Context: an optimization exercise on an open-source flow, tuned for small area, a short achievable clock period and few clock cycles per item. The choices shown serve that exercise and are no tape-out recipe. No functional check of the RTL was part of this run. Power figures rest on the tool's default switching activity, not on a simulated workload.

==> design.v <==
module canfc_rx (
    input  wire        clk,
    input  wire        rst,           
    input  wire        mode,          
    input  wire        in_valid,
    input  wire [7:0]  in_byte,
    output wire        in_ready,
    output reg         out_valid,     
    output reg         out_ok,        
    output reg  [28:0] out_id,
    output reg         out_ext,
    output reg         out_rtr,
    output reg  [3:0]  out_len,
    output reg  [63:0] out_data,      
    output reg         out_ts_valid,
    output reg  [31:0] out_ts
);
    localparam [7:0] CH_CR    = 8'h0D;
    localparam [7:0] CH_LF    = 8'h0A;
    localparam [7:0] CH_SP    = 8'h20;
    localparam [7:0] CH_COLON = 8'h3A;
    localparam R_RECV  = 1'b0;
    localparam R_PARSE = 1'b1;
    reg        rstate;
    reg [7:0]  buf_mem [0:63];
    reg [6:0]  len;          
    reg        ovf;          
    reg        last_cr;      
    reg [6:0]  n_eff;        
    reg        line_ovf;     
    reg [6:0]  p;            
    wire [7:0] delim  = mode ? CH_LF : CH_CR;
    wire       accept = in_valid && in_ready;
    assign in_ready = (rstate == R_RECV) && !rst;
    localparam [4:0] S_FAIL  = 5'd0,
                     C_TAG   = 5'd1,    
                     C_ID    = 5'd2,    
                     C_LEN   = 5'd3,    
                     C_RTRE  = 5'd4,    
                     C_DATA  = 5'd5,    
                     V_LEAD  = 5'd6,    
                     V_TOK1  = 5'd7,    
                     V_COLON = 5'd8,    
                     V_TSSP  = 5'd9,    
                     V_TOK2  = 5'd10,   
                     V_IDSP  = 5'd11,   
                     V_LEN   = 5'd12,   
                     V_LENSP = 5'd13,   
                     V_R1    = 5'd14,   
                     V_R2    = 5'd15,   
                     V_RTR   = 5'd16,   
                     V_B1    = 5'd17,   
                     V_B2    = 5'd18,   
                     V_BSP   = 5'd19;   
    reg [4:0]  st;
    reg        ext, rtr;
    reg [31:0] hacc;         
    reg [3:0]  hcnt;         
    reg [31:0] dacc;         
    reg        dovf;         
    reg        alldec;       
    reg [31:0] ts;
    reg        tsv;
    reg [28:0] id;
    reg [3:0]  l;
    reg [4:0]  ndig;         
    reg [3:0]  nbyte;        
    reg [3:0]  nib;          
    reg [63:0] data;
    wire [7:0] c = buf_mem[p[5:0]];
    wire c_dec  = (c >= 8'h30) && (c <= 8'h39);
    wire c_uhex = (c >= 8'h41) && (c <= 8'h46);
    wire c_lhex = (c >= 8'h61) && (c <= 8'h66);
    wire c_hex  = c_dec || c_uhex || c_lhex;
    wire [3:0] c_val = c_dec  ? c[3:0] :
                       c_uhex ? (c[3:0] + 4'd9) :
                                (c[3:0] + 4'd9);
    wire c_sp   = (c == CH_SP);
    wire [31:0] hacc_next = {hacc[27:0], c_val};
    wire [3:0]  hcnt_next = (hcnt == 4'd9) ? 4'd9 : hcnt + 4'd1;
    wire [35:0] dmul      = {4'd0, dacc} * 36'd10 + {32'd0, c_val};
    wire        dovf_next = dovf || (dmul[35:32] != 4'd0);
    wire        vid_ext = (hcnt > 4'd3);
    wire        vid_bad = (hcnt > 4'd8) ||
                          (vid_ext  && (hacc[31:29] != 3'd0)) ||
                          (!vid_ext && (hacc[31:11] != 21'd0));
    wire [3:0]  c_nid = ext ? 4'd8 : 4'd3;
    reg end_ok;
    always @(*) begin
        case (st)
            C_RTRE:          end_ok = 1'b1;
            C_DATA:          end_ok = (ndig == {l, 1'b0});
            V_LEN, V_LENSP:  end_ok = (l == 4'd0);
            V_RTR:           end_ok = 1'b1;
            V_B2, V_BSP:     end_ok = (nbyte == l);
            default:         end_ok = 1'b0;
        endcase
    end
    wire scan_done = (p == n_eff) || (st == S_FAIL) || line_ovf;
    always @(posedge clk) begin
        out_valid <= 1'b0;
        if (rst) begin
            rstate       <= R_RECV;
            len          <= 7'd0;
            ovf          <= 1'b0;
            last_cr      <= 1'b0;
            out_ok       <= 1'b0;
            out_id       <= 29'd0;
            out_ext      <= 1'b0;
            out_rtr      <= 1'b0;
            out_len      <= 4'd0;
            out_data     <= 64'd0;
            out_ts_valid <= 1'b0;
            out_ts       <= 32'd0;
        end else begin
            case (rstate)
            R_RECV: begin
                if (accept) begin
                    if (in_byte == delim) begin
                        n_eff    <= (mode && last_cr && len != 7'd0) ? len - 7'd1 : len;
                        line_ovf <= ovf;
                        len      <= 7'd0;
                        ovf      <= 1'b0;
                        last_cr  <= 1'b0;
                        p        <= 7'd0;
                        st       <= mode ? V_LEAD : C_TAG;
                        ext      <= 1'b0;
                        rtr      <= 1'b0;
                        hacc     <= 32'd0;
                        hcnt     <= 4'd0;
                        dacc     <= 32'd0;
                        dovf     <= 1'b0;
                        alldec   <= 1'b1;
                        ts       <= 32'd0;
                        tsv      <= 1'b0;
                        id       <= 29'd0;
                        l        <= 4'd0;
                        ndig     <= 5'd0;
                        nbyte    <= 4'd0;
                        nib      <= 4'd0;
                        data     <= 64'd0;
                        rstate   <= R_PARSE;
                    end else if (len == 7'd64) begin
                        ovf <= 1'b1;
                    end else begin
                        buf_mem[len[5:0]] <= in_byte;
                        len     <= len + 7'd1;
                        last_cr <= (in_byte == CH_CR);
                    end
                end
            end
            R_PARSE: begin
                if (scan_done) begin
                    out_valid    <= 1'b1;
                    out_ok       <= end_ok && !line_ovf;
                    out_id       <= id;
                    out_ext      <= ext;
                    out_rtr      <= rtr;
                    out_len      <= l;
                    out_data     <= data;
                    out_ts_valid <= tsv;
                    out_ts       <= ts;
                    rstate       <= R_RECV;
                end else begin
                    p <= p + 7'd1;
                    case (st)
                    C_TAG: begin
                        case (c)
                            8'h54: begin ext <= 1'b1; rtr <= 1'b0; st <= C_ID; end  
                            8'h74: begin ext <= 1'b0; rtr <= 1'b0; st <= C_ID; end  
                            8'h52: begin ext <= 1'b1; rtr <= 1'b1; st <= C_ID; end  
                            8'h72: begin ext <= 1'b0; rtr <= 1'b1; st <= C_ID; end  
                            default: st <= S_FAIL;
                        endcase
                    end
                    C_ID: begin
                        if (!c_hex) begin
                            st <= S_FAIL;
                        end else begin
                            hacc <= hacc_next;
                            hcnt <= hcnt + 4'd1;
                            if (hcnt + 4'd1 == c_nid) begin
                                if (ext ? (hacc_next[31:29] != 3'd0)
                                        : (hacc_next[11] != 1'b0))
                                    st <= S_FAIL;
                                else begin
                                    id <= hacc_next[28:0];
                                    st <= C_LEN;
                                end
                            end
                        end
                    end
                    C_LEN: begin
                        if (!c_hex || c_val > 4'd8)
                            st <= S_FAIL;
                        else begin
                            l  <= c_val;
                            st <= rtr ? C_RTRE : C_DATA;
                        end
                    end
                    C_RTRE: st <= S_FAIL;
                    C_DATA: begin
                        if (!c_hex || ndig == {l, 1'b0})
                            st <= S_FAIL;
                        else begin
                            if (ndig[0] == 1'b0)
                                data[{ndig[3:1], 3'b100} +: 4] <= c_val;
                            else
                                data[{ndig[3:1], 3'b000} +: 4] <= c_val;
                            ndig <= ndig + 5'd1;
                        end
                    end
                    V_LEAD: begin
                        if (c_sp) ;
                        else if (c_hex) begin
                            hacc   <= {28'd0, c_val};
                            hcnt   <= 4'd1;
                            dacc   <= {28'd0, c_val};
                            dovf   <= 1'b0;
                            alldec <= c_dec;
                            st     <= V_TOK1;
                        end else
                            st <= S_FAIL;
                    end
                    V_TOK1: begin
                        if (c_hex) begin
                            hacc   <= hacc_next;
                            hcnt   <= hcnt_next;
                            dacc   <= dmul[31:0];
                            dovf   <= dovf_next;
                            alldec <= alldec && c_dec;
                        end else if (c == CH_COLON) begin
                            if (!alldec || dovf)
                                st <= S_FAIL;
                            else begin
                                ts  <= dacc;
                                tsv <= 1'b1;
                                st  <= V_COLON;
                            end
                        end else if (c_sp) begin
                            if (vid_bad)
                                st <= S_FAIL;
                            else begin
                                id  <= hacc[28:0];
                                ext <= vid_ext;
                                st  <= V_IDSP;
                            end
                        end else
                            st <= S_FAIL;
                    end
                    V_COLON: st <= c_sp ? V_TSSP : S_FAIL;
                    V_TSSP: begin
                        if (c_sp) ;
                        else if (c_hex) begin
                            hacc <= {28'd0, c_val};
                            hcnt <= 4'd1;
                            st   <= V_TOK2;
                        end else
                            st <= S_FAIL;
                    end
                    V_TOK2: begin
                        if (c_hex) begin
                            hacc <= hacc_next;
                            hcnt <= hcnt_next;
                        end else if (c_sp) begin
                            if (vid_bad)
                                st <= S_FAIL;
                            else begin
                                id  <= hacc[28:0];
                                ext <= vid_ext;
                                st  <= V_IDSP;
                            end
                        end else
                            st <= S_FAIL;
                    end
                    V_IDSP: begin
                        if (c_sp) ;
                        else if (c_dec && c[3:0] <= 4'd8) begin
                            l  <= c[3:0];
                            st <= V_LEN;
                        end else
                            st <= S_FAIL;
                    end
                    V_LEN: st <= c_sp ? V_LENSP : S_FAIL;
                    V_LENSP, V_BSP: begin
                        if (c_sp) ;
                        else if (st == V_LENSP && c == 8'h72)       
                            st <= V_R1;
                        else if (c_hex && nbyte != 4'd8) begin
                            nib <= c_val;
                            st  <= V_B1;
                        end else
                            st <= S_FAIL;
                    end
                    V_R1: st <= (c == 8'h74) ? V_R2 : S_FAIL;      
                    V_R2: begin
                        if (c == 8'h72) begin                       
                            rtr <= 1'b1;
                            st  <= V_RTR;
                        end else
                            st <= S_FAIL;
                    end
                    V_RTR: st <= c_sp ? V_RTR : S_FAIL;
                    V_B1: begin
                        if (c_hex) begin
                            data[{nbyte[2:0], 3'b000} +: 8] <= {nib, c_val};
                            nbyte <= nbyte + 4'd1;
                            st    <= V_B2;
                        end else
                            st <= S_FAIL;
                    end
                    V_B2: st <= c_sp ? V_BSP : S_FAIL;
                    default: st <= S_FAIL;
                    endcase
                end
            end
            endcase
        end
    end
endmodule
==> run.sh <==
#!/bin/bash
# synth_recipe.tcl (not shown) runs the flow's synth.tcl, then flattens the netlist and writes it again
# the make line also repeats each setting of config.mk as NAME=value (left out here)
make -C /OpenROAD-flow-scripts/flow DESIGN_CONFIG=/design/flow/config.mk WORK_HOME=/design/flow/orfs CLKGATE_MAP_FILE= SYNTH_SCRIPT=/design/flow/synth_recipe.tcl finish
==> config.mk <==
export PLATFORM = sky130hd
export DESIGN_NAME = canfc_rx
export DESIGN_NICKNAME = canfc_rx
export VERILOG_FILES = /design/flow/design.v
export SDC_FILE = /design/flow/constraint.sdc
export NUM_CORES = 4
export LEC_CHECK = 0
export CAP_MARGIN = 20
export CORE_MARGIN = 2
export CORE_UTILIZATION = 40
export SLEW_MARGIN = 20
==> constraint.sdc <==
create_clock -name core_clock -period 10.0 [get_ports {clk}]
set_input_delay 2.0000 -clock core_clock [delete_from_list [all_inputs] [get_ports {clk}]]
set_output_delay 2.0000 -clock core_clock [all_outputs]
set_load 0.01 [all_outputs]
==> run notes <==
[where the power goes]
part | leakage (nW) | internal [mW] | switching (mW) | total, mW
sequential | 8.48 | 4.03 | 0.00207 | 4.03
combinational | 6.03 | 0.0137 | 0.0694 | 0.0830
clock | 1.51 | 2.02 | 1.47 | 3.48
[layout make-up]
type                       instances  area (sq um)
tap                             1368          1710
sequential                       897         25400
clock inverter                    52           547
multi-input combinational       2029         14600
fill                            9153         54900
clock buffer                     116          2510
inverter                          40           153
timing repair buffer             194          1800
[worst max-delay path by stage]
stage,endpoint,cells past startpoint
2_1_floorplan,data[0],8
3_3_place_gp,dacc[27],20
3_5_place_dp,dacc[27],20
4_1_cts,dacc[27],20
5_1_grt,dacc[27],20
6_report,dovf,21
[layer usage]
| metal | part of all wire [%] | global-route usage (%) |
|---|---|---|
| met1 | 45 | 29.3 |
| met2 | 46 | 31.6 |
| met3 | 6.3 | 2.63 |
| met4 | 2.4 | 6.11 |
| met5 | 0 | 0 |
[worst reg2reg max path, delay by kind of cell, from the launching register on]
family | cells | cell delay [ps]
mux | 3 | 960
flops | 1 | 800
compound gates | 9 | 2630
fa+ha+maj | 2 | 610
simple gates | 6 | 1680
buf+inv | 1 | 760
[stage by stage]
step | instance area [sq um] | worst slack, ps | total power, mW
after global placement | 43600 | 2390 | 4.19
after detailed placement | 43600 | 2320 | 4.19
after floorplan | 40900 | 2670 | 4.14
after CTS | 46700 | 2290 | 7.66
final | 46700 | 2360 | 7.60
after global routing | 46700 | 1680 | 7.80
[layout by cell type, fill, tap and decap left out, types with 10 or more instances in the layout]
master           synthesis  routed
edfxtp_1               747     747
nand2_1                399     395
nor2_1                 230     226
a21oi_1                219     216
dfxtp_1                150     146
clkdlybuf4s50_1          0     137
mux4_2                 112     112
clkbuf_16                0      93
ha_1                    89      89
a211oi_1                79      79
mux2i_1                 77      77
a221oi_1                75      75
nand3_1                 73      73
nor3_1                  59      59
and3_1                  59      59
xnor2_1                 53      52
and2_1                  51      51
buf_4                   14      48
inv_1                   38      37
nand4_1                 37      37
o21ai_0                 33      33
nor2b_1                 32      32
a22oi_1                 32      32
xor2_1                  25      25
a32oi_1                 25      25
a21o_1                  24      24
clkinv_2                 0      20
o21ai_1                 16      16
nor4_1                  15      14
a31oi_1                 13      13
or3_1                   12      12
a221o_1                 12      12
clkbuf_1               140      12
nand2b_1                11      11
o22ai_1                 10      10
[flip-flops by register name (all words and copies together) (netlist names), 32 cells and up, named ones only]
| signal | cells |
|---|---|
| out_data | 64 |
| ts | 32 |
| data | 64 |
| hacc | 32 |
| buf_mem | 512 |
| dacc | 32 |
| out_ts | 32 |
[cell families (layout without fill, tap and decap cells)]
logic type      Yosys count  after routing  share of synthesized area, %
xor+xnor                 78             78                          1.67
buf+inv                 235            402                          2.60
fa+ha+maj                91             91                          2.82
mux                     196            196                          8.25
flops                   897            897                          62.2
simple gates           1033           1033                          11.8
compound gates          631            631                          10.7
==> key figures <==
Timing
  – Slew Limit Fails: 0
  – Maximum clock rate: around 130 MHz
  – Period minus WS final: 7640 ps
  – Worst-Margin Slew: 1170 ps
  – Setup violators final: 0
  – WHS: 442 ps
  – RSZ-0062 raised after global routing: false
  – Fin crit share: between 70 and 80%
  – Skew final: 27.7 ps
  – TNS Setup: 0 ps
  – Slew headroom: 21.8%
  – Final hold viol count: 0

Clock tree
  – Root Driver: clkbuf_16
  – Post-CTS Resized: 0
  – Max clock buf depth: 3
  – Htree depth: 3
  – Hold buffers post-CTS: 0
  – Worst skew pair latency: about 670 ps
  – Clock Pin Slew Worst Setup and Hold Paths: about 60 ps
  – CTS tree: done
  – TritonCTS Buffers: 90
  – Clock sinks: 897
  – Post-CTS setup buffers: 0

Final layout
  – NumNets Final: 3355
  – Final Util: 46.0%
  – Area Growth Syn to Fin: 14.2%
  – Layout Cells excl Fill: 4696
  – Ant. Diodes: 0
  – Share of layout cells above drive strength 1: a little under an eighth

Drt
  – DRT iter0 DRCs: 2555
  – Via-per-instance ratio: 5.77
  – Via count: approximately 27000
  – DRT Pass-1 Iters: 7
  – Routed wire length per instance: 22.9 microns
  – Wirelength, routed: between 100 and 150 mm
  – Routed Antenna Nets: 0
  – DR DRC count: 0

Power
  – P_leak: 16.0 nW
  – Pwr Density: roughly 160 mW/mm^2
  – Worst VDD drop: 0.138 mV

Critical path
  – CP Capture Type: register
  – Worst Reg-to-Reg Cells: 21
  – CP max-delay cell: dfxtp_4
  – Reg2reg setup slack: around 2400 ps
  – CP Class: reg2reg
  – Worst Path Buf+Inv: 1
  – Crit start category: register
  – Worst R2R End: dovf
  – Crit Path Max Fanout: 40
  – Arr. time, crit path: 8100 ps
  – Max stage delay on crit path: ~800 ps
  – CP Cell Sequence: buf_4, mux4_2, mux2i_1, a22oi_1, o221ai_1, o22ai_1, ha_1, o211ai_1, a221oi_4, mux2_4, ha_1, a21o_1, a21oi_1, nor2b_1, and4b_1, nand3_1, or3_1, nor4b_2, nand4_1, o311a_1, a311oi_1
  – Top delay family on crit path: compound AO/OA/AOI/OAI gates
  – Crit-path most repeated cell: ha_1
  – Required @ worst endpoint: 10460 ps

Yosys
  – Gate Count Post-Synth: ~3200
  – Share of flip-flops with an asynchronous set or reset: 0%
  – Synthesized area: 0.0409 sq mm
  – Synth cell types: 93
  – Main synth FF type: edfxtp_1
  – Area contributors post-synth: edfxtp_1, dfxtp_1, mux4_2, nand2_1, ha_1
  – Syn Area/Cell: 12.9 sq um
  – Syn nets: 3264
  – Post-synth EDFFs: 747
  – Count leader, synth: edfxtp_1
  – Number of synthesized register bits: 897
  – Top cells by count, synth: edfxtp_1, nand2_1, nor2_1
  – Top cell type by total area after synthesis: edfxtp_1
  – Yosys warns: 1
  – Post-synthesis sequential area ratio: 62.2%
  – Synth top area share: 54.8%

Floorplanning
  – Die height: roughly 320 microns
  – FP Rows: approximately 120
  – Area of the core: 0.102 sq mm
  – Initial Util: 40.3%
  – Die ar.: 0.105 sq mm
  – DIE WIDTH: 324 microns
  – IO Count: 147

Global route
  – Total gr overflow: 0
  – Initial antenna violation count: 1
  – Vias in the first global route: 25600
  – Tot GR Track Use: 20.2%
  – Largest net degree at the start of global routing: a little under 90
  – First-pass GRT wire length: 162 mm

Place
  – GPL Wtd Cong: 0.906
  – Port Buffers: 146
  – DP Cell Count: 4527
  – Post-DP HPWL: 70.1 mm

Run status
  – Run status: timing/DRC/antenna clean

Min path
  – Hold Path Origin: ovf
  – Worst hold path type: reg2reg
  – Hold depth: 0
  – Hold EP: line_ovf

Flow run
  – Max-Cap Viols: 0

## static timing again, ports no longer ideal
The results above use ideal ports. As a check the final layout listed here was re-extracted and re-timed, cells and wires unchanged.
Step 1 assumes that a clkbuf_16 drives the clock port and a buf_2 every other input.
Step 2 adds t to the input delays and takes it off the output delays; t is the mean of the earliest and latest rising clock arrival at the registers after step 1. Input paths then give back, and output paths get back, about the clock's delay inside the block.
Three values: ideal, step 1, step 2; two values: the first two.
t (ns): 0.720
setup WS [ns]: 2.359 / 2.359 / 2.359
hold WS [ns]: 0.442 / 0.442 / 0.442
worst register clock-pin slew, ns: 0.07 / 0.07
pins driven straight from the clock port: 1
After both steps setup and hold are still met in this run. The setup slack of this run moves by 0.000 ns with the drivers and by 0.000 ns with both steps.
